This design comes from an exercise in tuning for small area, a short achievable clock period and few clock cycles per item on the open sky130 flow, not from production work. Function was not checked in any run shown here: the RTL went through the layout flow alone. No activity file was given, so power comes from the tool's default toggle rates.

==> design/flow/design.v <==
module dither_stream (
    input  wire        clk,
    input  wire        rst,
    input  wire        start,
    input  wire        mode,
    input  wire [6:0]  width,
    input  wire [15:0] height,
    output reg         busy,
    input  wire        in_valid,
    output wire        in_ready,
    input  wire [7:0]  in_r,
    input  wire [7:0]  in_g,
    input  wire [7:0]  in_b,
    input  wire [7:0]  in_a,
    output reg         out_valid,
    input  wire        out_ready,
    output wire [7:0]  out_r,
    output wire [7:0]  out_g,
    output wire [7:0]  out_b,
    output wire [7:0]  out_a
);
    integer i;
    reg        mode_r;
    reg [6:0]  w_r;
    reg        w_is1, w_is2, w_is3, w_is4, w_ge3;
    reg        sg28, sg16, sg8, sg4, sg2, sg1;    
    wire [6:0] wm1 = w_r - 7'd1;
    wire [6:0] wm2 = w_r - 7'd2;
    wire [6:0] dl  = (w_r >= 7'd5) ? w_r - 7'd5 : 7'd0;
    wire       dl28 = (dl >= 7'd28);
    wire [6:0] dlr = dl28 ? dl - 7'd28 : dl;
    wire       slow = (w_r < 7'd4);
    always @(posedge clk) begin
        if (!busy) begin
            mode_r <= mode;
            w_r    <= width;
        end
        w_is1 <= (w_r == 7'd1);
        w_is2 <= (w_r == 7'd2);
        w_is3 <= (w_r == 7'd3);
        w_is4 <= (w_r == 7'd4);
        w_ge3 <= (w_r >= 7'd3);
        sg28  <= dl28;
        sg16  <= dlr[4];
        sg8   <= dlr[3];
        sg4   <= dlr[2];
        sg2   <= dlr[1];
        sg1   <= dlr[0];
    end
    reg        in_ready_r;
    reg        in_done;
    reg        ir_v;        
    reg        r1_v;        
    reg        r2_v;        
    reg [4:0]  na;          
    reg [4:0]  nq;          
    assign in_ready = in_ready_r;
    wire take  = in_valid && in_ready_r;
    wire pop   = out_valid && out_ready;
    wire start_ok = !busy && start;
    reg [6:0]  px;
    reg [15:0] rows;        
    reg [1:0]  rsat;        
    wire px_last  = (px == wm1);
    wire row_last = (rows == 16'd1);
    wire is_last   = px_last && row_last;
    wire is_penult = w_is1 ? (rows == 16'd2) : ((px == wm2) && row_last);
    wire take_last = ir_v ? is_penult : is_last;
    wire na1      = na[0] && !na[1];
    wire last_pop = pop && in_done && na1;
    wire busy_n   = start_ok || (busy && !last_pop);
    wire done_n   = !start_ok && (in_done || (take && take_last));
    wire full_n   = !pop && (na[4] || (na[3] && take));
    wire throttle = slow && (take || ir_v);
    wire na_up    = take && !pop;
    wire na_dn    = pop && !take;
    always @(posedge clk) begin
        if (rst) begin
            busy       <= 1'b0;
            in_ready_r <= 1'b0;
            in_done    <= 1'b0;
            ir_v       <= 1'b0;
            r1_v       <= 1'b0;
            r2_v       <= 1'b0;
            na         <= 5'd0;
        end else begin
            busy       <= busy_n;
            in_done    <= done_n;
            in_ready_r <= busy_n && !done_n && !full_n && !throttle;
            ir_v       <= take;
            r1_v       <= ir_v;
            r2_v       <= r1_v;
            if (na_up)
                na <= {na[3:0], 1'b1};
            else if (na_dn)
                na <= {1'b0, na[4:1]};
        end
    end
    always @(posedge clk) begin
        if (!busy) begin
            px   <= 7'd0;
            rows <= height;
            rsat <= 2'd0;
        end else if (ir_v) begin
            if (px_last) begin
                px   <= 7'd0;
                rows <= rows - 16'd1;
                if (!rsat[1]) rsat <= rsat + 2'd1;
            end else begin
                px <= px + 7'd1;
            end
        end
    end
    reg [7:0] ir_r, ir_g, ir_b;
    always @(posedge clk) begin
        ir_r <= in_r;
        ir_g <= in_g;
        ir_b <= in_b;
    end
    reg       hq;
    reg [7:0] hg;
    reg [7:0] h2, h3;
    wire [4:0] hg5p = hg[7:3] + {4'd0, hg[2:0] == 3'd7};
    wire [5:0] h1a  = hq ? {hg5p != 5'd0, hg5p} : {1'b0, hg[7:3]};
    wire [7:0] h1c  = mode_r ? hg + {7'd0, hq} : {{2{h1a[5]}}, h1a};
    wire [7:0] pos0 = (r1_v && r2_v) ? h1c : (r1_v || r2_v) ? h2 : h3;
    reg [7:0] r0a, r1a, r2a;
    reg [5:0] r0b, r1b, r3a, r4a;
    function [10:0] enc;
        input       fs;
        input [7:0] a;
        input [5:0] b;
        reg a16, b16;
        begin
            a16 = (a[5:0] == 6'b010000);
            b16 = (b == 6'b010000);
            if (fs)
                enc = {3'b000, a};
            else if (!a16 && !b16)
                enc = {1'b0, a[4:0], b[4:0]};
            else if (a16)
                enc = {2'b10, 3'b000, b};
            else
                enc = {2'b11, 4'b0000, a[4:0]};
        end
    endfunction
    wire [5:0]  bpush = w_is4 ? r3a : (w_is3 ? r2a[5:0] : r4a);
    wire [10:0] head = enc(mode_r, pos0, bpush);
    reg [10:0] s28 [0:27];
    reg [10:0] s16 [0:15];
    reg [10:0] s8  [0:7];
    reg [10:0] s4  [0:3];
    reg [10:0] s2  [0:1];
    reg [10:0] s1;
    wire [10:0] y28 = sg28 ? s28[27] : head;
    wire [10:0] y16 = sg16 ? s16[15] : y28;
    wire [10:0] y8  = sg8  ? s8[7]   : y16;
    wire [10:0] y4  = sg4  ? s4[3]   : y8;
    wire [10:0] y2  = sg2  ? s2[1]   : y4;
    wire [10:0] lo  = sg1  ? s1      : y2;
    always @(posedge clk) begin
        if (ir_v) begin
            s28[0] <= head;
            for (i = 1; i < 28; i = i + 1) s28[i] <= s28[i-1];
            s16[0] <= y28;
            for (i = 1; i < 16; i = i + 1) s16[i] <= s16[i-1];
            s8[0] <= y16;
            for (i = 1; i < 8; i = i + 1) s8[i] <= s8[i-1];
            s4[0] <= y8;
            for (i = 1; i < 4; i = i + 1) s4[i] <= s4[i-1];
            s2[0] <= y4;
            s2[1] <= s2[0];
            s1 <= y2;
        end
    end
    wire [5:0] lo_a6 = lo[10] ? (lo[9] ? {lo[4], lo[4:0]} : 6'b010000)
                              : {lo[9], lo[9:5]};
    wire [5:0] lo_b6 = lo[10] ? (lo[9] ? 6'b010000 : lo[5:0])
                              : {lo[4], lo[4:0]};
    wire [7:0] lo_a  = mode_r ? lo[7:0] : {{2{lo_a6[5]}}, lo_a6};
    always @(posedge clk) begin
        if (ir_v) begin
            r0a <= lo_a;
            r0b <= lo_b6;
            r1a <= r0a;
            r1b <= r0b;
            r2a <= r1a;
            r3a <= r2a[5:0];
            r4a <= r3a;
        end
    end
    wire has_up  = (rsat != 2'd0);
    wire has_up2 = rsat[1];
    wire has_l1  = (px != 7'd0);
    wire has_l2  = (px[6:1] != 6'd0);
    wire has_r1  = !px_last;
    wire [7:0] c_upr = w_is4 ? pos0 : (w_is3 ? h2 : r0a);
    wire [7:0] c_up  = w_is4 ? r0a  : (w_is3 ? pos0 : (w_is2 ? h2 : r1a));
    wire [7:0] c_upl = w_is4 ? r1a  : (w_is3 ? r0a  : (w_is2 ? pos0 : r2a));
    wire [5:0] c_up2 = w_is4 ? r0b  : (w_is3 ? r2a[5:0] : (w_is2 ? r0a[5:0]
                     : (w_is1 ? h2[5:0] : r1b)));
    wire m_upl = has_up && has_l1;
    wire m_up  = has_up && !w_is1;
    wire m_upr = has_up && has_r1 && w_ge3;
    function signed [8:0] val;
        input       fs;
        input [7:0] c;
        begin
            if (fs) val = {c[7] & (c[6:0] != 7'd0), c};
            else    val = {c[7], c};
        end
    endfunction
    wire signed [8:0] e_upl = val(mode_r, c_upl);
    wire signed [8:0] e_up  = val(mode_r, c_up);
    wire signed [8:0] e_upr = val(mode_r, c_upr);
    wire signed [10:0] p5 = (e_up <<< 2) + e_up;
    wire signed [10:0] p3 = (e_upr <<< 1) + e_upr;
    wire [6:0] a1 = (m_upl ? c_upl[6:0] : 7'd0) + (has_up2 ? {c_up2[5], c_up2} : 7'd0);
    wire [6:0] a2 = (m_up  ? c_up[6:0]  : 7'd0);
    wire [6:0] a3 = (m_upr ? c_upr[6:0] : 7'd0);
    wire [6:0] q1 = mode_r ? (m_upl ? {{2{e_upl[8]}}, e_upl[8:4]} : 7'd0) : a1;
    wire [6:0] q2 = mode_r ? (m_up  ? p5[10:4] : 7'd0) : a2;
    wire [6:0] q3 = mode_r ? (m_upr ? p3[10:4] : 7'd0) : a3;
    wire k1 = mode_r && m_upl && (e_upl[3:0] != 4'd0);
    wire k2 = mode_r && m_up  && (e_up[3:0]  != 4'd0);
    wire k3 = mode_r && m_upr && (e_upr[3:0] != 4'd0);
    function [8:0] pchain;
        input [7:0] c;
        input [6:0] q1, q2, q3;
        input       k1, k2, k3;
        reg [9:0] s1, s2, s3;
        reg       i1, i2, i3, z1, z2;
        begin
            s1 = {2'b00, c} + {{3{q1[6]}}, q1};
            i1 = s1[9] & k1;
            z1 = i1 & (s1[7:0] == 8'hff);
            s2 = {2'b00, s1[7:0]} + {{3{q2[6]}}, q2} + {9'd0, i1};
            i2 = (z1 ? q2[6] : s2[9]) & k2;
            z2 = i2 & (s2[7:0] == 8'hff);
            s3 = {2'b00, s2[7:0]} + {{3{q3[6]}}, q3} + {9'd0, i2};
            i3 = (z2 ? q3[6] : s3[9]) & k3;
            pchain = {i3, s3[7:0]};
        end
    endfunction
    wire [8:0] pv_r = pchain(ir_r, q1, q2, q3, k1, k2, k3);
    wire [8:0] pv_g = pchain(ir_g, q1, q2, q3, k1, k2, k3);
    wire [8:0] pv_b = pchain(ir_b, q1, q2, q3, k1, k2, k3);
    wire f_l  = has_l1;
    wire f_u1 = !has_l1 && has_up && w_is1;
    wire f_u2 = !has_l1 && has_up && w_is2;
    wire f_on = f_l || f_u1 || f_u2;
    reg [8:0] v1_r, v1_g, v1_b;
    reg [7:0] fc1;
    always @(posedge clk) begin
        v1_r <= pv_r;
        v1_g <= pv_g;
        v1_b <= pv_b;
        fc1  <= {mode_r && f_u2,                  
                 mode_r && f_u1,                  
                 mode_r && f_l,                   
                 !mode_r && f_on,                 
                 !mode_r && has_l2,               
                 mode_r && (f_u1 || f_u2),        
                 mode_r && f_on,                  
                 1'b0};
    end
    wire [7:0] pv2_r = v1_r[7:0] + {7'd0, v1_r[8]};
    wire [7:0] pv2_g = v1_g[7:0] + {7'd0, v1_g[8]};
    wire [7:0] pv2_b = v1_b[7:0] + {7'd0, v1_b[8]};
    wire a0s_t1 = pv2_r[6] ^ ~pv2_r[4];
    wire a0s_t2 = pv2_r[6] & ~pv2_r[4];
    wire a0s_t3 = pv2_r[7] ^ ~pv2_r[5] ^ ~pv2_r[3];
    wire a0s_t4 = (pv2_r[7] & ~pv2_r[5]) | (pv2_r[7] & ~pv2_r[3]) | (~pv2_r[5] & ~pv2_r[3]);
    wire a0s_t5 = ~pv2_r[6] ^ ~pv2_r[4] ^ pv2_r[2];
    wire a0s_t6 = (~pv2_r[6] & ~pv2_r[4]) | (~pv2_r[6] & pv2_r[2]) | (~pv2_r[4] & pv2_r[2]);
    wire a0s_t7 = ~pv2_r[7] ^ ~pv2_r[5] ^ pv2_r[3];
    wire a0s_t8 = (~pv2_r[7] & ~pv2_r[5]) | (~pv2_r[7] & pv2_r[3]) | (~pv2_r[5] & pv2_r[3]);
    wire a0s_t9 = pv2_r[0] ^ ~pv2_g[6];
    wire a0s_t10 = pv2_r[0] & ~pv2_g[6];
    wire a0s_t11 = ~pv2_r[6] ^ pv2_r[4] ^ pv2_r[1];
    wire a0s_t12 = (~pv2_r[6] & pv2_r[4]) | (~pv2_r[6] & pv2_r[1]) | (pv2_r[4] & pv2_r[1]);
    wire a0s_t13 = ~pv2_g[7] ^ pv2_g[5];
    wire a0s_t14 = ~pv2_g[7] & pv2_g[5];
    wire a0s_t15 = ~pv2_r[7] ^ pv2_r[5] ^ pv2_r[2];
    wire a0s_t16 = (~pv2_r[7] & pv2_r[5]) | (~pv2_r[7] & pv2_r[2]) | (pv2_r[5] & pv2_r[2]);
    wire a0s_t17 = pv2_r[6] ^ pv2_r[3] ^ ~pv2_r[0];
    wire a0s_t18 = (pv2_r[6] & pv2_r[3]) | (pv2_r[6] & ~pv2_r[0]) | (pv2_r[3] & ~pv2_r[0]);
    wire a0s_t19 = pv2_r[7] ^ pv2_r[4] ^ ~pv2_r[1];
    wire a0s_t20 = (pv2_r[7] & pv2_r[4]) | (pv2_r[7] & ~pv2_r[1]) | (pv2_r[4] & ~pv2_r[1]);
    wire a0s_t21 = pv2_g[5] ^ ~pv2_g[2];
    wire a0s_t22 = pv2_g[5] & ~pv2_g[2];
    wire a0s_t23 = pv2_r[5] ^ ~pv2_r[2] ^ pv2_r[0];
    wire a0s_t24 = (pv2_r[5] & ~pv2_r[2]) | (pv2_r[5] & pv2_r[0]) | (~pv2_r[2] & pv2_r[0]);
    wire a0s_t25 = pv2_g[6] ^ ~pv2_g[3];
    wire a0s_t26 = pv2_g[6] & ~pv2_g[3];
    wire a0s_t27 = pv2_r[6] ^ ~pv2_r[3] ^ pv2_r[1];
    wire a0s_t28 = (pv2_r[6] & ~pv2_r[3]) | (pv2_r[6] & pv2_r[1]) | (~pv2_r[3] & pv2_r[1]);
    wire a0s_t29 = pv2_g[7] ^ ~pv2_g[4] ^ ~pv2_g[2];
    wire a0s_t30 = (pv2_g[7] & ~pv2_g[4]) | (pv2_g[7] & ~pv2_g[2]) | (~pv2_g[4] & ~pv2_g[2]);
    wire a0s_t31 = pv2_g[0] ^ pv2_b[7];
    wire a0s_t32 = pv2_g[0] & pv2_b[7];
    wire a0s_t33 = pv2_r[7] ^ ~pv2_r[4] ^ pv2_r[2];
    wire a0s_t34 = (pv2_r[7] & ~pv2_r[4]) | (pv2_r[7] & pv2_r[2]) | (~pv2_r[4] & pv2_r[2]);
    wire a0s_t35 = pv2_r[0] ^ ~pv2_g[5] ^ ~pv2_g[3];
    wire a0s_t36 = (pv2_r[0] & ~pv2_g[5]) | (pv2_r[0] & ~pv2_g[3]) | (~pv2_g[5] & ~pv2_g[3]);
    wire a0s_t37 = pv2_g[1] ^ pv2_b[6];
    wire a0s_t38 = pv2_g[1] & pv2_b[6];
    wire a0s_t39 = ~pv2_r[5] ^ pv2_r[3] ^ pv2_r[1];
    wire a0s_t40 = (~pv2_r[5] & pv2_r[3]) | (~pv2_r[5] & pv2_r[1]) | (pv2_r[3] & pv2_r[1]);
    wire a0s_t41 = ~pv2_g[6] ^ ~pv2_g[4] ^ pv2_g[2];
    wire a0s_t42 = (~pv2_g[6] & ~pv2_g[4]) | (~pv2_g[6] & pv2_g[2]) | (~pv2_g[4] & pv2_g[2]);
    wire a0s_t43 = ~pv2_r[6] ^ pv2_r[4] ^ pv2_r[2];
    wire a0s_t44 = (~pv2_r[6] & pv2_r[4]) | (~pv2_r[6] & pv2_r[2]) | (pv2_r[4] & pv2_r[2]);
    wire a0s_t45 = ~pv2_r[7] ^ pv2_r[5];
    wire a0s_t46 = ~pv2_r[7] & pv2_r[5];
    wire a0s_t47 = pv2_r[5] ^ ~pv2_r[3] ^ ~pv2_r[1];
    wire a0s_t48 = (pv2_r[5] & ~pv2_r[3]) | (pv2_r[5] & ~pv2_r[1]) | (~pv2_r[3] & ~pv2_r[1]);
    wire a0s_t49 = ~pv2_r[2] ^ pv2_r[0] ^ ~pv2_g[6];
    wire a0s_t50 = (~pv2_r[2] & pv2_r[0]) | (~pv2_r[2] & ~pv2_g[6]) | (pv2_r[0] & ~pv2_g[6]);
    wire a0s_t51 = ~pv2_g[3] ^ pv2_g[1] ^ ~pv2_b[4];
    wire a0s_t52 = (~pv2_g[3] & pv2_g[1]) | (~pv2_g[3] & ~pv2_b[4]) | (pv2_g[1] & ~pv2_b[4]);
    wire a0s_t53 = pv2_r[1] ^ ~pv2_g[7] ^ ~pv2_g[4];
    wire a0s_t54 = (pv2_r[1] & ~pv2_g[7]) | (pv2_r[1] & ~pv2_g[4]) | (~pv2_g[7] & ~pv2_g[4]);
    wire a0s_t55 = pv2_g[2] ^ ~pv2_b[5] ^ ~pv2_b[1];
    wire a0s_t56 = (pv2_g[2] & ~pv2_b[5]) | (pv2_g[2] & ~pv2_b[1]) | (~pv2_b[5] & ~pv2_b[1]);
    wire a0s_t57 = 1'b1 ^ a0s_t3;
    wire a0s_t58 = 1'b1 & a0s_t3;
    wire a0s_t59 = ~pv2_g[5] ^ pv2_g[3] ^ pv2_g[0];
    wire a0s_t60 = (~pv2_g[5] & pv2_g[3]) | (~pv2_g[5] & pv2_g[0]) | (pv2_g[3] & pv2_g[0]);
    wire a0s_t61 = ~pv2_b[6] ^ ~pv2_b[2] ^ pv2_b[0];
    wire a0s_t62 = (~pv2_b[6] & ~pv2_b[2]) | (~pv2_b[6] & pv2_b[0]) | (~pv2_b[2] & pv2_b[0]);
    wire a0s_t63 = 1'b1 ^ a0s_t5 ^ a0s_t4;
    wire a0s_t64 = (1'b1 & a0s_t5) | (1'b1 & a0s_t4) | (a0s_t5 & a0s_t4);
    wire a0s_t65 = pv2_g[4] ^ pv2_g[1] ^ ~pv2_b[7];
    wire a0s_t66 = (pv2_g[4] & pv2_g[1]) | (pv2_g[4] & ~pv2_b[7]) | (pv2_g[1] & ~pv2_b[7]);
    wire a0s_t67 = ~pv2_b[3] ^ pv2_b[1] ^ 1'b1;
    wire a0s_t68 = (~pv2_b[3] & pv2_b[1]) | (~pv2_b[3] & 1'b1) | (pv2_b[1] & 1'b1);
    wire a0s_t69 = a0s_t7 ^ a0s_t9 ^ a0s_t6;
    wire a0s_t70 = (a0s_t7 & a0s_t9) | (a0s_t7 & a0s_t6) | (a0s_t9 & a0s_t6);
    wire a0s_t71 = pv2_g[2] ^ ~pv2_b[4] ^ pv2_b[2];
    wire a0s_t72 = (pv2_g[2] & ~pv2_b[4]) | (pv2_g[2] & pv2_b[2]) | (~pv2_b[4] & pv2_b[2]);
    wire a0s_t73 = pv2_b[0] ^ 1'b1 ^ a0s_t11;
    wire a0s_t74 = (pv2_b[0] & 1'b1) | (pv2_b[0] & a0s_t11) | (1'b1 & a0s_t11);
    wire a0s_t75 = a0s_t13 ^ a0s_t8 ^ a0s_t10;
    wire a0s_t76 = (a0s_t13 & a0s_t8) | (a0s_t13 & a0s_t10) | (a0s_t8 & a0s_t10);
    wire a0s_t77 = pv2_g[6] ^ pv2_g[3] ^ ~pv2_g[0];
    wire a0s_t78 = (pv2_g[6] & pv2_g[3]) | (pv2_g[6] & ~pv2_g[0]) | (pv2_g[3] & ~pv2_g[0]);
    wire a0s_t79 = ~pv2_b[5] ^ pv2_b[3] ^ pv2_b[1];
    wire a0s_t80 = (~pv2_b[5] & pv2_b[3]) | (~pv2_b[5] & pv2_b[1]) | (pv2_b[3] & pv2_b[1]);
    wire a0s_t81 = a0s_t15 ^ a0s_t12 ^ a0s_t14;
    wire a0s_t82 = (a0s_t15 & a0s_t12) | (a0s_t15 & a0s_t14) | (a0s_t12 & a0s_t14);
    wire a0s_t83 = pv2_g[7] ^ pv2_g[4] ^ ~pv2_g[1];
    wire a0s_t84 = (pv2_g[7] & pv2_g[4]) | (pv2_g[7] & ~pv2_g[1]) | (pv2_g[4] & ~pv2_g[1]);
    wire a0s_t85 = ~pv2_b[6] ^ pv2_b[4] ^ pv2_b[2];
    wire a0s_t86 = (~pv2_b[6] & pv2_b[4]) | (~pv2_b[6] & pv2_b[2]) | (pv2_b[4] & pv2_b[2]);
    wire a0s_t87 = ~pv2_b[0] ^ a0s_t17 ^ a0s_t16;
    wire a0s_t88 = (~pv2_b[0] & a0s_t17) | (~pv2_b[0] & a0s_t16) | (a0s_t17 & a0s_t16);
    wire a0s_t89 = ~pv2_g[0] ^ ~pv2_b[7] ^ pv2_b[5];
    wire a0s_t90 = (~pv2_g[0] & ~pv2_b[7]) | (~pv2_g[0] & pv2_b[5]) | (~pv2_b[7] & pv2_b[5]);
    wire a0s_t91 = pv2_b[3] ^ ~pv2_b[1] ^ 1'b1;
    wire a0s_t92 = (pv2_b[3] & ~pv2_b[1]) | (pv2_b[3] & 1'b1) | (~pv2_b[1] & 1'b1);
    wire a0s_t93 = a0s_t19 ^ a0s_t21 ^ a0s_t18;
    wire a0s_t94 = (a0s_t19 & a0s_t21) | (a0s_t19 & a0s_t18) | (a0s_t21 & a0s_t18);
    wire a0s_t95 = ~pv2_g[1] ^ pv2_b[6] ^ pv2_b[4];
    wire a0s_t96 = (~pv2_g[1] & pv2_b[6]) | (~pv2_g[1] & pv2_b[4]) | (pv2_b[6] & pv2_b[4]);
    wire a0s_t97 = ~pv2_b[2] ^ 1'b1 ^ a0s_t23;
    wire a0s_t98 = (~pv2_b[2] & 1'b1) | (~pv2_b[2] & a0s_t23) | (1'b1 & a0s_t23);
    wire a0s_t99 = a0s_t25 ^ a0s_t20 ^ a0s_t22;
    wire a0s_t100 = (a0s_t25 & a0s_t20) | (a0s_t25 & a0s_t22) | (a0s_t20 & a0s_t22);
    wire a0s_t101 = pv2_b[5] ^ ~pv2_b[3] ^ pv2_b[0];
    wire a0s_t102 = (pv2_b[5] & ~pv2_b[3]) | (pv2_b[5] & pv2_b[0]) | (~pv2_b[3] & pv2_b[0]);
    wire a0s_t103 = 1'b1 ^ a0s_t27 ^ a0s_t29;
    wire a0s_t104 = (1'b1 & a0s_t27) | (1'b1 & a0s_t29) | (a0s_t27 & a0s_t29);
    wire a0s_t105 = a0s_t31 ^ a0s_t24 ^ a0s_t26;
    wire a0s_t106 = (a0s_t31 & a0s_t24) | (a0s_t31 & a0s_t26) | (a0s_t24 & a0s_t26);
    wire a0s_t107 = ~pv2_b[4] ^ pv2_b[1] ^ 1'b1;
    wire a0s_t108 = (~pv2_b[4] & pv2_b[1]) | (~pv2_b[4] & 1'b1) | (pv2_b[1] & 1'b1);
    wire a0s_t109 = a0s_t33 ^ a0s_t35 ^ a0s_t37;
    wire a0s_t110 = (a0s_t33 & a0s_t35) | (a0s_t33 & a0s_t37) | (a0s_t35 & a0s_t37);
    wire a0s_t111 = a0s_t28 ^ a0s_t30 ^ a0s_t32;
    wire a0s_t112 = (a0s_t28 & a0s_t30) | (a0s_t28 & a0s_t32) | (a0s_t30 & a0s_t32);
    wire a0s_t113 = pv2_g[0] ^ pv2_b[7] ^ ~pv2_b[5];
    wire a0s_t114 = (pv2_g[0] & pv2_b[7]) | (pv2_g[0] & ~pv2_b[5]) | (pv2_b[7] & ~pv2_b[5]);
    wire a0s_t115 = pv2_b[2] ^ a0s_t39 ^ a0s_t41;
    wire a0s_t116 = (pv2_b[2] & a0s_t39) | (pv2_b[2] & a0s_t41) | (a0s_t39 & a0s_t41);
    wire a0s_t117 = a0s_t34 ^ a0s_t36 ^ a0s_t38;
    wire a0s_t118 = (a0s_t34 & a0s_t36) | (a0s_t34 & a0s_t38) | (a0s_t36 & a0s_t38);
    wire a0s_t119 = ~pv2_g[7] ^ ~pv2_g[5] ^ pv2_g[3];
    wire a0s_t120 = (~pv2_g[7] & ~pv2_g[5]) | (~pv2_g[7] & pv2_g[3]) | (~pv2_g[5] & pv2_g[3]);
    wire a0s_t121 = pv2_g[1] ^ ~pv2_b[6] ^ pv2_b[3];
    wire a0s_t122 = (pv2_g[1] & ~pv2_b[6]) | (pv2_g[1] & pv2_b[3]) | (~pv2_b[6] & pv2_b[3]);
    wire a0s_t123 = a0s_t43 ^ a0s_t40 ^ a0s_t42;
    wire a0s_t124 = (a0s_t43 & a0s_t40) | (a0s_t43 & a0s_t42) | (a0s_t40 & a0s_t42);
    wire a0s_t125 = pv2_r[3] ^ ~pv2_g[6] ^ pv2_g[4];
    wire a0s_t126 = (pv2_r[3] & ~pv2_g[6]) | (pv2_r[3] & pv2_g[4]) | (~pv2_g[6] & pv2_g[4]);
    wire a0s_t127 = pv2_g[2] ^ ~pv2_b[7] ^ pv2_b[4];
    wire a0s_t128 = (pv2_g[2] & ~pv2_b[7]) | (pv2_g[2] & pv2_b[4]) | (~pv2_b[7] & pv2_b[4]);
    wire a0s_t129 = 1'b1 ^ a0s_t45 ^ a0s_t44;
    wire a0s_t130 = (1'b1 & a0s_t45) | (1'b1 & a0s_t44) | (a0s_t45 & a0s_t44);
    wire a0s_t131 = pv2_r[6] ^ pv2_r[4] ^ ~pv2_g[7];
    wire a0s_t132 = (pv2_r[6] & pv2_r[4]) | (pv2_r[6] & ~pv2_g[7]) | (pv2_r[4] & ~pv2_g[7]);
    wire a0s_t133 = pv2_g[5] ^ pv2_g[3] ^ pv2_b[5];
    wire a0s_t134 = (pv2_g[5] & pv2_g[3]) | (pv2_g[5] & pv2_b[5]) | (pv2_g[3] & pv2_b[5]);
    wire a0s_t135 = 1'b1 ^ a0s_t46;
    wire a0s_t136 = 1'b1 & a0s_t46;
    wire a0s_t137 = pv2_r[7] ^ pv2_r[5] ^ pv2_g[6];
    wire a0s_t138 = (pv2_r[7] & pv2_r[5]) | (pv2_r[7] & pv2_g[6]) | (pv2_r[5] & pv2_g[6]);
    wire a0s_t139 = pv2_g[4] ^ pv2_b[6];
    wire a0s_t140 = pv2_g[4] & pv2_b[6];
    wire a0s_t141 = pv2_r[3] ^ ~pv2_r[1];
    wire a0s_t142 = pv2_r[3] & ~pv2_r[1];
    wire a0s_t143 = pv2_r[4] ^ ~pv2_r[2] ^ ~pv2_r[0];
    wire a0s_t144 = (pv2_r[4] & ~pv2_r[2]) | (pv2_r[4] & ~pv2_r[0]) | (~pv2_r[2] & ~pv2_r[0]);
    wire a0s_t145 = ~pv2_g[4] ^ ~pv2_g[1];
    wire a0s_t146 = ~pv2_g[4] & ~pv2_g[1];
    wire a0s_t147 = ~pv2_g[5] ^ ~pv2_g[2] ^ pv2_g[0];
    wire a0s_t148 = (~pv2_g[5] & ~pv2_g[2]) | (~pv2_g[5] & pv2_g[0]) | (~pv2_g[2] & pv2_g[0]);
    wire a0s_t149 = ~pv2_b[3] ^ 1'b1 ^ a0s_t47;
    wire a0s_t150 = (~pv2_b[3] & 1'b1) | (~pv2_b[3] & a0s_t47) | (1'b1 & a0s_t47);
    wire a0s_t151 = ~pv2_b[0] ^ 1'b1 ^ a0s_t1;
    wire a0s_t152 = (~pv2_b[0] & 1'b1) | (~pv2_b[0] & a0s_t1) | (1'b1 & a0s_t1);
    wire a0s_t153 = a0s_t49 ^ a0s_t51 ^ a0s_t48;
    wire a0s_t154 = (a0s_t49 & a0s_t51) | (a0s_t49 & a0s_t48) | (a0s_t51 & a0s_t48);
    wire a0s_t155 = a0s_t2 ^ a0s_t53 ^ a0s_t55;
    wire a0s_t156 = (a0s_t2 & a0s_t53) | (a0s_t2 & a0s_t55) | (a0s_t53 & a0s_t55);
    wire a0s_t157 = a0s_t57 ^ a0s_t50 ^ a0s_t52;
    wire a0s_t158 = (a0s_t57 & a0s_t50) | (a0s_t57 & a0s_t52) | (a0s_t50 & a0s_t52);
    wire a0s_t159 = a0s_t59 ^ a0s_t61 ^ a0s_t63;
    wire a0s_t160 = (a0s_t59 & a0s_t61) | (a0s_t59 & a0s_t63) | (a0s_t61 & a0s_t63);
    wire a0s_t161 = a0s_t54 ^ a0s_t56 ^ a0s_t58;
    wire a0s_t162 = (a0s_t54 & a0s_t56) | (a0s_t54 & a0s_t58) | (a0s_t56 & a0s_t58);
    wire a0s_t163 = a0s_t65 ^ a0s_t67 ^ a0s_t69;
    wire a0s_t164 = (a0s_t65 & a0s_t67) | (a0s_t65 & a0s_t69) | (a0s_t67 & a0s_t69);
    wire a0s_t165 = a0s_t60 ^ a0s_t62 ^ a0s_t64;
    wire a0s_t166 = (a0s_t60 & a0s_t62) | (a0s_t60 & a0s_t64) | (a0s_t62 & a0s_t64);
    wire a0s_t167 = a0s_t71 ^ a0s_t73 ^ a0s_t75;
    wire a0s_t168 = (a0s_t71 & a0s_t73) | (a0s_t71 & a0s_t75) | (a0s_t73 & a0s_t75);
    wire a0s_t169 = a0s_t66 ^ a0s_t68 ^ a0s_t70;
    wire a0s_t170 = (a0s_t66 & a0s_t68) | (a0s_t66 & a0s_t70) | (a0s_t68 & a0s_t70);
    wire a0s_t171 = a0s_t77 ^ a0s_t79 ^ a0s_t81;
    wire a0s_t172 = (a0s_t77 & a0s_t79) | (a0s_t77 & a0s_t81) | (a0s_t79 & a0s_t81);
    wire a0s_t173 = a0s_t72 ^ a0s_t74 ^ a0s_t76;
    wire a0s_t174 = (a0s_t72 & a0s_t74) | (a0s_t72 & a0s_t76) | (a0s_t74 & a0s_t76);
    wire a0s_t175 = a0s_t83 ^ a0s_t85 ^ a0s_t87;
    wire a0s_t176 = (a0s_t83 & a0s_t85) | (a0s_t83 & a0s_t87) | (a0s_t85 & a0s_t87);
    wire a0s_t177 = a0s_t78 ^ a0s_t80 ^ a0s_t82;
    wire a0s_t178 = (a0s_t78 & a0s_t80) | (a0s_t78 & a0s_t82) | (a0s_t80 & a0s_t82);
    wire a0s_t179 = a0s_t89 ^ a0s_t91 ^ a0s_t93;
    wire a0s_t180 = (a0s_t89 & a0s_t91) | (a0s_t89 & a0s_t93) | (a0s_t91 & a0s_t93);
    wire a0s_t181 = a0s_t84 ^ a0s_t86 ^ a0s_t88;
    wire a0s_t182 = (a0s_t84 & a0s_t86) | (a0s_t84 & a0s_t88) | (a0s_t86 & a0s_t88);
    wire a0s_t183 = a0s_t95 ^ a0s_t97 ^ a0s_t99;
    wire a0s_t184 = (a0s_t95 & a0s_t97) | (a0s_t95 & a0s_t99) | (a0s_t97 & a0s_t99);
    wire a0s_t185 = a0s_t90 ^ a0s_t92 ^ a0s_t94;
    wire a0s_t186 = (a0s_t90 & a0s_t92) | (a0s_t90 & a0s_t94) | (a0s_t92 & a0s_t94);
    wire a0s_t187 = a0s_t101 ^ a0s_t103 ^ a0s_t105;
    wire a0s_t188 = (a0s_t101 & a0s_t103) | (a0s_t101 & a0s_t105) | (a0s_t103 & a0s_t105);
    wire a0s_t189 = a0s_t96 ^ a0s_t98 ^ a0s_t100;
    wire a0s_t190 = (a0s_t96 & a0s_t98) | (a0s_t96 & a0s_t100) | (a0s_t98 & a0s_t100);
    wire a0s_t191 = a0s_t107 ^ a0s_t109 ^ a0s_t111;
    wire a0s_t192 = (a0s_t107 & a0s_t109) | (a0s_t107 & a0s_t111) | (a0s_t109 & a0s_t111);
    wire a0s_t193 = a0s_t102 ^ a0s_t104 ^ a0s_t106;
    wire a0s_t194 = (a0s_t102 & a0s_t104) | (a0s_t102 & a0s_t106) | (a0s_t104 & a0s_t106);
    wire a0s_t195 = a0s_t113 ^ a0s_t115 ^ a0s_t117;
    wire a0s_t196 = (a0s_t113 & a0s_t115) | (a0s_t113 & a0s_t117) | (a0s_t115 & a0s_t117);
    wire a0s_t197 = a0s_t108 ^ a0s_t110 ^ a0s_t112;
    wire a0s_t198 = (a0s_t108 & a0s_t110) | (a0s_t108 & a0s_t112) | (a0s_t110 & a0s_t112);
    wire a0s_t199 = a0s_t119 ^ a0s_t121 ^ a0s_t123;
    wire a0s_t200 = (a0s_t119 & a0s_t121) | (a0s_t119 & a0s_t123) | (a0s_t121 & a0s_t123);
    wire a0s_t201 = a0s_t114 ^ a0s_t116 ^ a0s_t118;
    wire a0s_t202 = (a0s_t114 & a0s_t116) | (a0s_t114 & a0s_t118) | (a0s_t116 & a0s_t118);
    wire a0s_t203 = a0s_t125 ^ a0s_t127 ^ a0s_t129;
    wire a0s_t204 = (a0s_t125 & a0s_t127) | (a0s_t125 & a0s_t129) | (a0s_t127 & a0s_t129);
    wire a0s_t205 = a0s_t120 ^ a0s_t122 ^ a0s_t124;
    wire a0s_t206 = (a0s_t120 & a0s_t122) | (a0s_t120 & a0s_t124) | (a0s_t122 & a0s_t124);
    wire a0s_t207 = a0s_t131 ^ a0s_t133 ^ a0s_t135;
    wire a0s_t208 = (a0s_t131 & a0s_t133) | (a0s_t131 & a0s_t135) | (a0s_t133 & a0s_t135);
    wire a0s_t209 = a0s_t126 ^ a0s_t128 ^ a0s_t130;
    wire a0s_t210 = (a0s_t126 & a0s_t128) | (a0s_t126 & a0s_t130) | (a0s_t128 & a0s_t130);
    wire a0s_t211 = 1'b1 ^ a0s_t137 ^ a0s_t139;
    wire a0s_t212 = (1'b1 & a0s_t137) | (1'b1 & a0s_t139) | (a0s_t137 & a0s_t139);
    wire a0s_t213 = a0s_t132 ^ a0s_t134 ^ a0s_t136;
    wire a0s_t214 = (a0s_t132 & a0s_t134) | (a0s_t132 & a0s_t136) | (a0s_t134 & a0s_t136);
    wire a0s_t215 = pv2_r[6] ^ pv2_g[7] ^ pv2_g[5];
    wire a0s_t216 = (pv2_r[6] & pv2_g[7]) | (pv2_r[6] & pv2_g[5]) | (pv2_g[7] & pv2_g[5]);
    wire a0s_t217 = pv2_b[7] ^ a0s_t138 ^ a0s_t140;
    wire a0s_t218 = (pv2_b[7] & a0s_t138) | (pv2_b[7] & a0s_t140) | (a0s_t138 & a0s_t140);
    wire a0s_t219 = pv2_r[7] ^ pv2_g[6];
    wire a0s_t220 = pv2_r[7] & pv2_g[6];
    wire a0s_t221 = pv2_r[2] ^ ~pv2_r[0];
    wire a0s_t222 = pv2_r[2] & ~pv2_r[0];
    wire a0s_t223 = ~pv2_g[3] ^ ~pv2_g[0] ^ ~pv2_b[1];
    wire a0s_t224 = (~pv2_g[3] & ~pv2_g[0]) | (~pv2_g[3] & ~pv2_b[1]) | (~pv2_g[0] & ~pv2_b[1]);
    wire a0s_t225 = ~pv2_b[2] ^ a0s_t143 ^ a0s_t145;
    wire a0s_t226 = (~pv2_b[2] & a0s_t143) | (~pv2_b[2] & a0s_t145) | (a0s_t143 & a0s_t145);
    wire a0s_t227 = a0s_t147 ^ a0s_t149 ^ a0s_t144;
    wire a0s_t228 = (a0s_t147 & a0s_t149) | (a0s_t147 & a0s_t144) | (a0s_t149 & a0s_t144);
    wire a0s_t229 = a0s_t151 ^ a0s_t153 ^ a0s_t148;
    wire a0s_t230 = (a0s_t151 & a0s_t153) | (a0s_t151 & a0s_t148) | (a0s_t153 & a0s_t148);
    wire a0s_t231 = a0s_t155 ^ a0s_t157 ^ a0s_t152;
    wire a0s_t232 = (a0s_t155 & a0s_t157) | (a0s_t155 & a0s_t152) | (a0s_t157 & a0s_t152);
    wire a0s_t233 = a0s_t159 ^ a0s_t161 ^ a0s_t156;
    wire a0s_t234 = (a0s_t159 & a0s_t161) | (a0s_t159 & a0s_t156) | (a0s_t161 & a0s_t156);
    wire a0s_t235 = a0s_t163 ^ a0s_t165 ^ a0s_t160;
    wire a0s_t236 = (a0s_t163 & a0s_t165) | (a0s_t163 & a0s_t160) | (a0s_t165 & a0s_t160);
    wire a0s_t237 = a0s_t167 ^ a0s_t169 ^ a0s_t164;
    wire a0s_t238 = (a0s_t167 & a0s_t169) | (a0s_t167 & a0s_t164) | (a0s_t169 & a0s_t164);
    wire a0s_t239 = a0s_t171 ^ a0s_t173 ^ a0s_t168;
    wire a0s_t240 = (a0s_t171 & a0s_t173) | (a0s_t171 & a0s_t168) | (a0s_t173 & a0s_t168);
    wire a0s_t241 = a0s_t175 ^ a0s_t177 ^ a0s_t172;
    wire a0s_t242 = (a0s_t175 & a0s_t177) | (a0s_t175 & a0s_t172) | (a0s_t177 & a0s_t172);
    wire a0s_t243 = a0s_t179 ^ a0s_t181 ^ a0s_t176;
    wire a0s_t244 = (a0s_t179 & a0s_t181) | (a0s_t179 & a0s_t176) | (a0s_t181 & a0s_t176);
    wire a0s_t245 = a0s_t183 ^ a0s_t185 ^ a0s_t180;
    wire a0s_t246 = (a0s_t183 & a0s_t185) | (a0s_t183 & a0s_t180) | (a0s_t185 & a0s_t180);
    wire a0s_t247 = a0s_t187 ^ a0s_t189 ^ a0s_t184;
    wire a0s_t248 = (a0s_t187 & a0s_t189) | (a0s_t187 & a0s_t184) | (a0s_t189 & a0s_t184);
    wire a0s_t249 = a0s_t191 ^ a0s_t193 ^ a0s_t188;
    wire a0s_t250 = (a0s_t191 & a0s_t193) | (a0s_t191 & a0s_t188) | (a0s_t193 & a0s_t188);
    wire a0s_t251 = a0s_t195 ^ a0s_t197 ^ a0s_t192;
    wire a0s_t252 = (a0s_t195 & a0s_t197) | (a0s_t195 & a0s_t192) | (a0s_t197 & a0s_t192);
    wire a0s_t253 = a0s_t199 ^ a0s_t201 ^ a0s_t196;
    wire a0s_t254 = (a0s_t199 & a0s_t201) | (a0s_t199 & a0s_t196) | (a0s_t201 & a0s_t196);
    wire a0s_t255 = a0s_t203 ^ a0s_t205 ^ a0s_t200;
    wire a0s_t256 = (a0s_t203 & a0s_t205) | (a0s_t203 & a0s_t200) | (a0s_t205 & a0s_t200);
    wire a0s_t257 = a0s_t207 ^ a0s_t209 ^ a0s_t204;
    wire a0s_t258 = (a0s_t207 & a0s_t209) | (a0s_t207 & a0s_t204) | (a0s_t209 & a0s_t204);
    wire a0s_t259 = a0s_t211 ^ a0s_t213 ^ a0s_t208;
    wire a0s_t260 = (a0s_t211 & a0s_t213) | (a0s_t211 & a0s_t208) | (a0s_t213 & a0s_t208);
    wire a0s_t261 = a0s_t215 ^ a0s_t217 ^ a0s_t212;
    wire a0s_t262 = (a0s_t215 & a0s_t217) | (a0s_t215 & a0s_t212) | (a0s_t217 & a0s_t212);
    wire a0s_t263 = 1'b1 ^ a0s_t219 ^ a0s_t216;
    wire a0s_t264 = (1'b1 & a0s_t219) | (1'b1 & a0s_t216) | (a0s_t219 & a0s_t216);
    wire a0s_t265 = pv2_g[7] ^ 1'b1;
    wire a0s_t266 = pv2_g[7] & 1'b1;
    wire a0s_t267 = pv2_r[0] ^ ~pv2_g[0];
    wire a0s_t268 = pv2_r[0] & ~pv2_g[0];
    wire a0s_t269 = pv2_r[1] ^ ~pv2_g[1] ^ 1'b1;
    wire a0s_t270 = (pv2_r[1] & ~pv2_g[1]) | (pv2_r[1] & 1'b1) | (~pv2_g[1] & 1'b1);
    wire a0s_t271 = ~pv2_g[2] ^ ~pv2_b[0] ^ a0s_t221;
    wire a0s_t272 = (~pv2_g[2] & ~pv2_b[0]) | (~pv2_g[2] & a0s_t221) | (~pv2_b[0] & a0s_t221);
    wire a0s_t273 = a0s_t141 ^ a0s_t223 ^ a0s_t222;
    wire a0s_t274 = (a0s_t141 & a0s_t223) | (a0s_t141 & a0s_t222) | (a0s_t223 & a0s_t222);
    wire a0s_t275 = a0s_t142 ^ a0s_t225 ^ a0s_t224;
    wire a0s_t276 = (a0s_t142 & a0s_t225) | (a0s_t142 & a0s_t224) | (a0s_t225 & a0s_t224);
    wire a0s_t277 = a0s_t146 ^ a0s_t227 ^ a0s_t226;
    wire a0s_t278 = (a0s_t146 & a0s_t227) | (a0s_t146 & a0s_t226) | (a0s_t227 & a0s_t226);
    wire a0s_t279 = a0s_t150 ^ a0s_t229 ^ a0s_t228;
    wire a0s_t280 = (a0s_t150 & a0s_t229) | (a0s_t150 & a0s_t228) | (a0s_t229 & a0s_t228);
    wire a0s_t281 = a0s_t154 ^ a0s_t231 ^ a0s_t230;
    wire a0s_t282 = (a0s_t154 & a0s_t231) | (a0s_t154 & a0s_t230) | (a0s_t231 & a0s_t230);
    wire a0s_t283 = a0s_t158 ^ a0s_t233 ^ a0s_t232;
    wire a0s_t284 = (a0s_t158 & a0s_t233) | (a0s_t158 & a0s_t232) | (a0s_t233 & a0s_t232);
    wire a0s_t285 = a0s_t162 ^ a0s_t235 ^ a0s_t234;
    wire a0s_t286 = (a0s_t162 & a0s_t235) | (a0s_t162 & a0s_t234) | (a0s_t235 & a0s_t234);
    wire a0s_t287 = a0s_t166 ^ a0s_t237 ^ a0s_t236;
    wire a0s_t288 = (a0s_t166 & a0s_t237) | (a0s_t166 & a0s_t236) | (a0s_t237 & a0s_t236);
    wire a0s_t289 = a0s_t170 ^ a0s_t239 ^ a0s_t238;
    wire a0s_t290 = (a0s_t170 & a0s_t239) | (a0s_t170 & a0s_t238) | (a0s_t239 & a0s_t238);
    wire a0s_t291 = a0s_t174 ^ a0s_t241 ^ a0s_t240;
    wire a0s_t292 = (a0s_t174 & a0s_t241) | (a0s_t174 & a0s_t240) | (a0s_t241 & a0s_t240);
    wire a0s_t293 = a0s_t178 ^ a0s_t243 ^ a0s_t242;
    wire a0s_t294 = (a0s_t178 & a0s_t243) | (a0s_t178 & a0s_t242) | (a0s_t243 & a0s_t242);
    wire a0s_t295 = a0s_t182 ^ a0s_t245 ^ a0s_t244;
    wire a0s_t296 = (a0s_t182 & a0s_t245) | (a0s_t182 & a0s_t244) | (a0s_t245 & a0s_t244);
    wire a0s_t297 = a0s_t186 ^ a0s_t247 ^ a0s_t246;
    wire a0s_t298 = (a0s_t186 & a0s_t247) | (a0s_t186 & a0s_t246) | (a0s_t247 & a0s_t246);
    wire a0s_t299 = a0s_t190 ^ a0s_t249 ^ a0s_t248;
    wire a0s_t300 = (a0s_t190 & a0s_t249) | (a0s_t190 & a0s_t248) | (a0s_t249 & a0s_t248);
    wire a0s_t301 = a0s_t194 ^ a0s_t251 ^ a0s_t250;
    wire a0s_t302 = (a0s_t194 & a0s_t251) | (a0s_t194 & a0s_t250) | (a0s_t251 & a0s_t250);
    wire a0s_t303 = a0s_t198 ^ a0s_t253 ^ a0s_t252;
    wire a0s_t304 = (a0s_t198 & a0s_t253) | (a0s_t198 & a0s_t252) | (a0s_t253 & a0s_t252);
    wire a0s_t305 = a0s_t202 ^ a0s_t255 ^ a0s_t254;
    wire a0s_t306 = (a0s_t202 & a0s_t255) | (a0s_t202 & a0s_t254) | (a0s_t255 & a0s_t254);
    wire a0s_t307 = a0s_t206 ^ a0s_t257 ^ a0s_t256;
    wire a0s_t308 = (a0s_t206 & a0s_t257) | (a0s_t206 & a0s_t256) | (a0s_t257 & a0s_t256);
    wire a0s_t309 = a0s_t210 ^ a0s_t259 ^ a0s_t258;
    wire a0s_t310 = (a0s_t210 & a0s_t259) | (a0s_t210 & a0s_t258) | (a0s_t259 & a0s_t258);
    wire a0s_t311 = a0s_t214 ^ a0s_t261 ^ a0s_t260;
    wire a0s_t312 = (a0s_t214 & a0s_t261) | (a0s_t214 & a0s_t260) | (a0s_t261 & a0s_t260);
    wire a0s_t313 = a0s_t218 ^ a0s_t263 ^ a0s_t262;
    wire a0s_t314 = (a0s_t218 & a0s_t263) | (a0s_t218 & a0s_t262) | (a0s_t263 & a0s_t262);
    wire a0s_t315 = a0s_t220 ^ a0s_t265 ^ a0s_t264;
    wire a0s_t316 = (a0s_t220 & a0s_t265) | (a0s_t220 & a0s_t264) | (a0s_t265 & a0s_t264);
    wire a0s_t317 = 1'b1 ^ a0s_t266;
    wire a0s_t318 = 1'b1 & a0s_t266;
    wire [25:0] a0s_a = {a0s_t317, a0s_t315, a0s_t313, a0s_t311, a0s_t309, a0s_t307, a0s_t305, a0s_t303, a0s_t301, a0s_t299, a0s_t297, a0s_t295, a0s_t293, a0s_t291, a0s_t289, a0s_t287, a0s_t285, a0s_t283, a0s_t281, a0s_t279, a0s_t277, a0s_t275, a0s_t273, a0s_t271, a0s_t269, 1'b1};
    wire [25:0] a0s_b = {a0s_t316, a0s_t314, a0s_t312, a0s_t310, a0s_t308, a0s_t306, a0s_t304, a0s_t302, a0s_t300, a0s_t298, a0s_t296, a0s_t294, a0s_t292, a0s_t290, a0s_t288, a0s_t286, a0s_t284, a0s_t282, a0s_t280, a0s_t278, a0s_t276, a0s_t274, a0s_t272, a0s_t270, a0s_t268, a0s_t267};
    wire [25:0] a0s = a0s_a + a0s_b;
    reg [25:0] a0k;
    reg [7:0]  v2_r, v2_g, v2_b;
    reg [7:0]  fc2;
    always @(posedge clk) begin
        a0k  <= a0s;
        v2_r <= pv2_r;
        v2_g <= pv2_g;
        v2_b <= pv2_b;
        fc2  <= fc1;
    end
    wire fx1 = fc2[7], fx2 = fc2[6], fx3 = fc2[5], fa1 = fc2[4], fa2 = fc2[3];
    wire fy  = fc2[2], fc = fc2[1];
    wire [13:0] g14 = {6'd0, hg};
    wire [2:0]  am  = hg[2:0] + {2'b00, hq};
    wire [13:0] za  = (hq ? 14'h3e02 : 14'h0000) - {10'd0, am, 1'b0};
    wire [13:0] ea2 = {{4{h2[5]}}, h2[5:0], 4'd0};
    wire [13:0] kx = ({14{fx1 | fa1}} & (g14 << 1)) | ({14{fx2}} & (g14 << 2))
                   | ({14{fx3}} & (g14 << 3));
    wire [13:0] ky = ({14{fy}} & g14) | ({14{fx3}} & ~g14) | ({14{fa2}} & ea2);
    wire [13:0] kz = ({14{fx1 & hq}} & 14'h3d03)       
                   | ({14{fx2 & hq}} & 14'h3b05)       
                   | ({14{fx3 & hq}} & 14'h3908)       
                   | {13'd0, fx3 & !hq}
                   | ({14{fa1}} & za);
    wire [13:0] ks = kx ^ ky ^ kz;
    wire [13:0] kc = ((kx & ky) | (kx & kz) | (ky & kz)) << 1;
    wire [4:0]  k4 = {1'b0, ks[3:0]} + {1'b0, kc[3:0]};
    wire        c4 = k4[4];
    wire        fcor = fc && (hq ? (hg[3:0] != 4'hf) : (hg[3:0] != 4'h0));
    function [25:0] adj;
        input [7:0]  v;
        input [13:0] xs, xc;
        input        fcr;
        input [25:0] a256n, a1, a257, a256;
        reg   [13:0] a, s, c, t;
        reg          hi, ng, m1;
        begin
            a  = {2'b00, v, 4'b0000};
            s  = a ^ xs ^ xc;
            c  = ((a & xs) | (a & xc) | (xs & xc)) << 1;
            t  = s + c;
            hi = !t[13] && t[12];
            ng = t[13];
            m1 = (t[13:4] == 10'h3ff);
            adj = ({26{hi}} & a256n)
                | ({26{ng && m1 && fcr}} & a1)
                | ({26{ng && !m1 && fcr}} & a257)
                | ({26{ng && !fcr}} & a256);
        end
    endfunction
    wire [25:0] j_r = adj(v2_r, ks, kc, fcor, 26'h2cdd300, 26'h001322d, 26'h1335f2d, 26'h1322d00);
    wire [25:0] j_g = adj(v2_g, ks, kc, fcor, 26'h1a6e900, 26'h0025917, 26'h25b7017, 26'h2591700);
    wire [25:0] j_b = adj(v2_b, ks, kc, fcor, 26'h38b4400, 26'h00074bc, 26'h07530bc, 26'h074bc00);
    wire [25:0] t_ks = {ks[11:4], 18'd0};
    wire [25:0] t_kc = {kc[11:4], 18'd0};
    wire [25:0] fs1a = a0k ^ t_ks ^ t_kc;
    wire [25:0] fc1a = (((a0k & t_ks) | (a0k & t_kc) | (t_ks & t_kc)) << 1) | {7'd0, c4, 18'd0};
    wire [25:0] fs1b = j_r ^ j_g ^ j_b;
    wire [25:0] fc1b = ((j_r & j_g) | (j_r & j_b) | (j_g & j_b)) << 1;
    wire [25:0] fs2  = fs1a ^ fc1a ^ fs1b;
    wire [25:0] fc2x = ((fs1a & fc1a) | (fs1a & fs1b) | (fc1a & fs1b)) << 1;
    wire [25:0] fs3  = fs2 ^ fc2x ^ fc1b;
    wire [25:0] fc3  = ((fs2 & fc2x) | (fs2 & fc1b) | (fc2x & fc1b)) << 1;
    wire [25:0] lsum = fs3 + fc3;
    wire [7:0] gray = lsum[25:18];
    wire       q_hi = gray[7] && (gray[6:0] != 7'd0);
    always @(posedge clk) begin
        if (r2_v) begin
            hq <= q_hi;
            hg <= gray;
            h2 <= h1c;
            h3 <= h2;
        end
    end
    reg [7:0] qa [0:4];
    reg [4:0] qkn;           
    wire [5:0] nae = {na, 1'b1} & ~{1'b0, na};    
    wire [5:0] nqe = {nq, 1'b1} & ~{1'b0, nq};
    wire nq_up = r2_v && !pop;
    wire nq_dn = pop && !r2_v;
    always @(posedge clk) begin
        for (i = 0; i < 5; i = i + 1) begin
            if (pop ? nae[i + 1] : nae[i])
                qa[i] <= in_a;
            else if (pop)
                qa[i] <= (i < 4) ? qa[(i + 1) % 5] : qa[i];
            if (r2_v && (pop ? nqe[i + 1] : nqe[i]))
                qkn[i] <= !q_hi;
            else if (pop)
                qkn[i] <= (i < 4) ? qkn[(i + 1) % 5] : qkn[i];
        end
    end
    always @(posedge clk) begin
        if (rst) begin
            nq        <= 5'd0;
            out_valid <= 1'b0;
        end else begin
            if (nq_up)
                nq <= {nq[3:0], 1'b1};
            else if (nq_dn)
                nq <= {1'b0, nq[4:1]};
            out_valid <= r2_v || nq[1] || (nq[0] && !pop);
        end
    end
    assign out_r = 8'd0;
    assign out_g = {8{qkn[0]}};
    assign out_b = {qkn[0], 2'b00, qkn[0], qkn[0], qkn[0], 2'b00};
    assign out_a = qa[0];
endmodule
==> design/flow/flow/run.sh <==
#!/bin/bash
# Layout flow: the standard synthesis and ORFS flow, with
#  - the timing repair steps (floorplan, CTS, global route) aiming for a
#    setup slack of MARGIN ns instead of 0, so that they size and buffer
#    the critical paths for a shorter period than the design's (the
#    constraints themselves are unchanged);
#  - the port buffers made of buf_2 cells instead of the delay buffers
#    buffer_ports picks by default (every port still gets its buffer).
set -euo pipefail
W=$(pwd)
MARGIN=$(cat "$W/flow/margin.txt")
bash standard.sh synth > "$W/synth.log" 2>&1
make -C "$FLOW_HOME" DESIGN_CONFIG="$W/config.mk" WORK_HOME="$W/orfs" CLKGATE_MAP_FILE= \
    SYNTH_SCRIPT="$W/synth_recipe.tcl" SETUP_SLACK_MARGIN="$MARGIN" \
    BUFFER_PORTS_ARGS="-buffer_cell sky130_fd_sc_hd__buf_2" finish > "$W/layout.log" 2>&1
bash standard.sh finish > "$W/final_def.log" 2>&1
==> design/flow/flow/margin.txt <==
23
==> design/flow/standard.sh <==
#!/bin/bash
# synth_recipe.tcl (not shown) runs the flow's synth.tcl, then flattens the netlist and writes it again
# the make line also repeats each setting of config.mk as NAME=value (left out here)
make -C /OpenROAD-flow-scripts/flow DESIGN_CONFIG=/design/flow/config.mk WORK_HOME=/design/flow/orfs CLKGATE_MAP_FILE= SYNTH_SCRIPT=/design/flow/synth_recipe.tcl "${@:-finish}"
==> design/flow/config.mk <==
export PLATFORM = sky130hd
export DESIGN_NAME = dither_stream
export DESIGN_NICKNAME = dither_stream
export VERILOG_FILES = /design/flow/design.v
export SDC_FILE = /design/flow/constraint.sdc
export NUM_CORES = 4
export LEC_CHECK = 0
export CAP_MARGIN = 20
export CORE_MARGIN = 2
export CORE_UTILIZATION = 40
export SLEW_MARGIN = 20
==> design/flow/constraint.sdc <==
create_clock -name core_clock -period 32.0 [get_ports {clk}]
set_input_delay 6.4000 -clock core_clock [delete_from_list [all_inputs] [get_ports {clk}]]
set_output_delay 6.4000 -clock core_clock [all_outputs]
set_load 0.01 [all_outputs]
==> qor.csv, run 1 <==
metric,value,unit
ys_warn_count,7,
wl,94.6,mm
finalPower,3.65,mW
worstPathMaxFanout,6,
cts_tree,built,
drt_pass1_iterations,7,
startpoint,hg[0],
final_area,52600,um^2
ir_drop,0.0760,mV
grt_pass1_wl,147,mm
yosysSeqAreaShare,57.8,%
netlist_instances,3425,
antenna_left,0,
vias,25873,
worstHoldStart,fc1[5],
cp_common_cell,fa_1,
antenna_found_initial,0,
max_cap_violations,0,
portBuffers,83,
num_rows,124,
ys_seq_elements,943,
cp.required,32410,ps
die_y,344,um
pre_cts_slack,22140,ps
cp_slowest_cell,fa_1,
ys.flop_type,edfxtp_1,
grt_util_all_layers,16.0,%
grt_pass1_vias,25405,
path_depth,32,
gp_congestion,0.871,
r2r_setup_slack,23360,ps
via_per_inst,4.99,
cp-endpoint,qkn[3],
wl_per_cell,18.3,um
fillers,10103,
max_slew_margin,28.4,%
hold_viol,0,
die_area,119000,um^2
gr-total-overflow,0,
p_leak,20.7,nW
clock-root-buffer,clkbuf_16,
syn_area,46400,um^2
worstSetupEndpointType,flip-flop,
die_x,344,um
clock_latency,680,ps
cts_buffers,94,
antenna_cells,0,
area_growth,13.5,%
skew,41.6,ps
nNetsFinal,4145,
drc,0,
outcome,finished clean,
hold_class,reg2reg,
post_route_cells_drive_above_1_share,14.2,%
path_class,reg2reg,
r2r-end,qkn[3],
cts_max_path_buffers,3,
detail_route.iter0.violations,1894,
fin_ws,23360,ps
h-tree-depth,3,
clkTransAtPathRegs,60,ps
cp-start-kind,flip-flop,
synth.avg_cell_area,13.5,um^2
postPlaceCellArea,48600,um^2
slowest_delay,590,ps
yosysTopAreaCell,edfxtp_1,
cp_top_family,adder cells,
synthTopCellsByArea,"edfxtp_1 51%, fa_1 9.5%, ha_1 7.4%",
r2r_start,hg[0],
setup_viol,0,
drv_slew,0,
reg2reg_depth,32,
tns,0,ps
fin_crit,8640,ps
yosysTopAreaCellShare,51.2,%
crit_buf_inv,4,
tightest_slew,1070,ps
rsz0062_at_grt,true,
cp.arrival,9040,ps
start_util,40.4,%
hold_buffers,0,
grt_max_degree,200,
dp_hpwl,66.9,mm
synth-edff-count,791,
num_io_pins,96,
core_region_area,115000,um^2
ys_types,89,
async_flop_share,0,%
fmax,116,MHz
numClockSinks,943,
period_share,27.0,%
power_density,69.4,nW/um^2
## report_power, final
| group | total (mW) | internal, mW | switching, mW |
|---|---|---|---|
| Combinational | 1.05 | 0.428 | 0.624 |
| Clock | 1.17 | 0.685 | 0.482 |
| Sequential | 1.43 | 1.40 | 0.0309 |
| Total | 3.65 | 2.52 | 1.14 |
## worst reg2reg max path, delay by kind of cell (launching register included)
kind,cells,cell delay [ps]
DFF,1,480
adders and majority gates,12,4470
and+or+nand+nor,7,1470
buffers and inverters,4,290
muxes,1,260
AOI/OAI and AO/OA,6,970
xor gates and xnor gates,2,430
## flip-flops by register name, summed over array words and instances (netlist names), 11 cells and up
name	cells
s4	44
s28	308
s2	22
a0k	26
qa	40
s1	11
rows	16
s8	88
s16	176
## cell type report
type                       count  area, um^2  share of cell area (%)
timing repair buffer         161        1020                    1.95
clock inverter                54         801                    1.52
inverter                     376        1410                    2.68
multi-input combinational   2014       18100                    34.5
clock buffer                 122        2550                    4.84
sequential                   943       26800                    50.9
tap                         1512        1890                    3.59
## logic make-up (layout without fill, tap and decap cells)
logic type	after synthesis	count (layout)	synth area share (%)
xor gates and xnor gates	204	204	3.85
other	1	12	0.00809
and+or+nand+nor	639	639	6.65
buffers and inverters	479	713	4.11
DFF	943	943	57.8
adders and majority gates	494	494	16.9
AOI/OAI and AO/OA	526	526	7.43
muxes	139	139	3.25
## per-stage QoR
stage / utilization [%] / hold slack [ps] / cells
CTS: 45.4 / 317 / 5157
detailed placement: 42.3 / 312 / 4971
global placement: 42.3 / 311 / 4971
finish: 45.9 / 318 / 5182
global route: 45.9 / 325 / 5182
floorplan: - / 310 / 3436
## metal layers
layer,part of all wire [%],GRT usage [%],up-vias
met5,0,0,-
li1,-,-,12455
met1,48,23.7,12758
met2,45,24.6,538
met3,4.4,2.37,122
met4,1.9,4.28,0
## synthesized netlist by cell type, types with 23 or more instances
library cell	number
mux2i_1	51
fa_1	220
dfxtp_1	152
xnor2_1	125
nand2_1	147
nand3_1	41
mux2_2	85
nor2b_1	38
ha_1	274
o21a_1	27
edfxtp_1	791
nand2b_1	41
inv_1	371
clkbuf_1	57
nor2_1	201
o21ai_0	96
a211oi_1	25
xor2_1	79
a21oi_1	160
buf_4	24
nor3_1	44
a21o_1	50
nand4_1	23
## placed cells by master, fill, tap and decap left out, types with 12 or more instances in the layout
master	n
xnor2_1	123
and2_1	15
nand2b_1	39
or2_2	13
a21oi_1	144
nor2b_1	38
edfxtp_1	791
fa_1	216
ha_1	267
clkbuf_16	94
nor2_1	191
dfxtp_1	148
nand3_1	41
inv_1	363
inv_2	12
buf_4	74
conb_1	12
bufinv_16	14
a21oi_2	16
a211oi_1	25
or3_1	14
a31oi_1	15
nor3_1	41
nand2_1	144
clkinv_2	14
a21o_1	50
xor2_1	78
o22ai_1	18
and3_1	17
mux2_2	85
o21a_1	27
mux2i_1	51
buf_2	83
o21ai_0	84
clkbuf_1	19
nand4_1	23
## worst min-delay path by stage
stage                     endpoint  depth (start not counted)
after floorplan             fc2[1]                          0
after global placement      fc2[4]                          0
after detailed placement    fc2[1]                          0
after CTS                   fc2[5]                          0
after global routing        fc2[5]                          0
final                       fc2[5]                          0
## what timing repair did
item | CTS | global route
pin swaps | 1 | 42
setup endpoints to repair | 29 | 23
gates resized for setup | 27 | 90
setup buffers | 10 | 25
==> run 2: changes to the inputs <==
==> design/flow/flow/margin.txt (replaced) <==
24
==> run 2 against run 1 <==
Net effect: non-clock buffer count is 121 higher; critical path type unchanged; core utilization rose by 1.2 points; via count grew 1.9%; synthesized cell count did not move; largest power group unchanged; sequential share of layout area fell by 1.3 points.
==> qor.csv, run 2 <==
metric,value,unit
outcome,finished clean,
drv_slew,0,
yosysMostFrequentCell,edfxtp_1,
worstHoldStart,fc1[2],
cp.required,32510,ps
cp_slowest_cell,fa_1,
ys_seq_elements,943,
synth-edff-count,791,
drt_pass1_iterations,6,
seqCellArea,26800,um^2
vias,26373,
async_flop_share,0,%
gp_congestion,0.838,
synthTopCellsByCount,"791 x edfxtp_1, 371 x inv_1, 274 x ha_1",
grt_util_all_layers,15.6,%
cts_max_path_buffers,3,
worstPathMaxFanout,5,
die_area,119000,um^2
num_rows,124,
ir_drop,0.0680,mV
top_regs,"s28 x308, s16 x176, s8 x88",
num_io_pins,96,
fin_crit,8470,ps
worstSetupEndpointType,flip-flop,
path_class,reg2reg,
tightest_slew,1110,ps
synth.avg_cell_area,13.5,um^2
antenna_found_initial,2,
die_x,344,um
r2r_setup_slack,23530,ps
yosysTopAreaCell,edfxtp_1,
grt_max_degree,191,
fmax,118,MHz
hold_viol,0,
yosysSeqAreaShare,57.8,%
max_cap_violations,0,
cts_buffers,95,
netlist_instances,3425,
setup_viol,0,
clock_latency,680,ps
detail_route.iter0.violations,1764,
wl_per_cell,17.6,um
reg2reg_depth,34,
fillers,10013,
final_common_cell,edfxtp_1,
grt_pass1_wl,145,mm
ys.flop_type,edfxtp_1,
cp.arrival,8980,ps
die_y,344,um
antenna_left,0,
layout_common_cells,"791 x edfxtp_1, 350 x inv_1, 247 x ha_1",
hold_buffers,0,
portBuffers,83,
ys_warn_count,7,
tns,0,ps
period_share,26.5,%
cp_top_family,adder cells,
largest_reg_flops,308,
gr-total-overflow,0,
rsz0062_at_grt,true,
slowest_delay,570,ps
crit_buf_inv,7,
r2r_start,hg[0],
grt_pass1_vias,26123,
numClockSinks,943,
nNetsFinal,4267,
start_util,40.4,%
regMostFlops,s28,
post_route_cells_drive_above_1_share,19.2,%
cp-start-kind,flip-flop,
clock-root-buffer,clkbuf_16,
hold_end,fc2[2],
whs_path_depth,0,
whs,323,ps
max_slew_margin,25.2,%
dp_hpwl,64.1,mm
p_leak,21.3,nW
skew,56.5,ps
core_region_area,115000,um^2
area_growth,16.6,%
yosysTopAreaCellShare,51.2,%
power_density,67.5,nW/um^2
syn_area,46400,um^2
drc,0,
via_per_inst,4.97,
clkTransAtPathRegs,60,ps
hold_class,reg2reg,
r2r-end,qkn[2],
cts_tree,built,
cp_common_cell,ha_4,
wl,93.2,mm
h-tree-depth,3,
multiInputGateArea,18800,um^2
synthTopCellsByArea,"edfxtp_1 51%, fa_1 9.5%, ha_1 7.4%",
ys_types,89,
[run 2: cell counts after synthesis]
No cell type changed its count.
[run 2: worst max-delay path by stage]
stage	start	end	slack [ps]	cells after the start
5_1_grt	hg[0]	qkn[2]	23150	35
3_5_place_dp	hq	v1_g[8]	22520	49
4_1_cts	hq	qkn[2]	23600	40
2_1_floorplan	hg[1]	v1_r[6]	23970	45
6_report	hg[0]	qkn[2]	23530	34
3_3_place_gp	hq	v1_g[8]	22630	49
[run 2: cell families (layout without fill, tap and decap cells)]
| logic type | after synthesis | after routing | share of synthesized area [%] |
|---|---|---|---|
| XOR/XNOR | 204 | 204 | 3.85 |
| buffers and inverters | 479 | 836 | 4.11 |
| flip-flops | 943 | 943 | 57.8 |
| multiplexers | 139 | 139 | 3.25 |
| other | 1 | 14 | 0.00809 |
| adder cells (fa/ha/maj) | 494 | 494 | 16.9 |
| AO/OA/AOI/OAI | 526 | 526 | 7.43 |
| AND/OR/NAND/NOR | 639 | 639 | 6.65 |
[run 2: report_power, final]
part / switching [mW] / internal (mW) / leakage (nW)
clock: 0.472 / 0.624 / 1.52
combinational: 0.630 / 0.479 / 11.3
sequential: 0.0365 / 1.40 / 8.51
[run 2: cell type report]
type	instances	share of cell area, %
antenna	2	0.00926
inverter	376	2.64
multi-input combinational	2014	34.7
tap	1512	3.50
timing repair buffer	282	3.72
clock inverter	45	0.889
clock buffer	133	4.90
sequential	943	49.6
[run 2: worst register-to-register path, delay by kind of cell, from the launching register on]
kind	cells	cell delay (ps)
and+or+nand+nor	8	1610
adders and majority gates	12	4190
DFF	1	470
AOI/OAI and AO/OA	4	1010
buffers and inverters	7	730
xor gates and xnor gates	2	180
muxes	1	140
[run 2: metal layers]
metal,track usage (%),share of wire (%)
met2,25.2,47
met5,0,0
met1,21.7,46
met4,5.09,2.9
met3,2.49,3.5
[run 2: through the flow]
| step | setup WS, ps | utilization [%] | std cells | total power [mW] | cell area (um^2) |
|---|---|---|---|---|---|
| 6_report | 23530 | 47.1 | 5307 | 3.64 | 54000 |
| 5_1_grt | 23150 | 47.1 | 5306 | 3.88 | 54000 |
| 4_1_cts | 23600 | 46.5 | 5263 | 3.68 | 53300 |
| 3_5_place_dp | 22520 | 42.5 | 4963 | 2.52 | 48800 |
| 3_3_place_gp | 22630 | 42.5 | 4963 | 2.50 | 48800 |
| 2_1_floorplan | 23970 | - | 3436 | 2.22 | 46700 |
[run 2: what timing repair did]
| action | 4_1_cts | 5_1_grt |
|---|---|---|
| endpoints found under the setup margin | 51 | 39 |
| pin swaps | 99 | 62 |
| resized for setup | 128 | 79 |
| buffers inserted | 122 | 42 |

afterwards: timing with drivers on the ports:
How much do the figures lean on ideal ports? The routed layouts below were timed once more, with nothing changed but the port constraints. Step 1 (the two cells are an assumption about what drives the block):
set clk [get_ports {clk}]
set_driving_cell -lib_cell sky130_fd_sc_hd__clkbuf_16 $clk
set_driving_cell -lib_cell sky130_fd_sc_hd__buf_2 [delete_from_list [all_inputs] $clk]
Step 2 times the ports against the registers' clock, not the clock port: input delays grow and output delays shrink by t, the midpoint of the rising clock arrivals with the driver on. a / b / c = ideal ports / drivers / drivers and shift; a / b = the first two.
| run | shift t [ns] | slack for setup (ns) | hold WS [ns] | worst slew at a driven data input, ns | pins driven straight from the clock port |
|---|---|---|---|---|---|
| run 1 | 0.730 | 23.365 / 23.365 / 23.365 | 0.318 / 0.318 / 0.318 | 0.08 | 1 |
| run 2 | 0.718 | 23.526 / 23.526 / 23.526 | 0.323 / 0.323 / 0.323 | 0.06 | 1 |
After both steps every run listed still meets setup and hold.
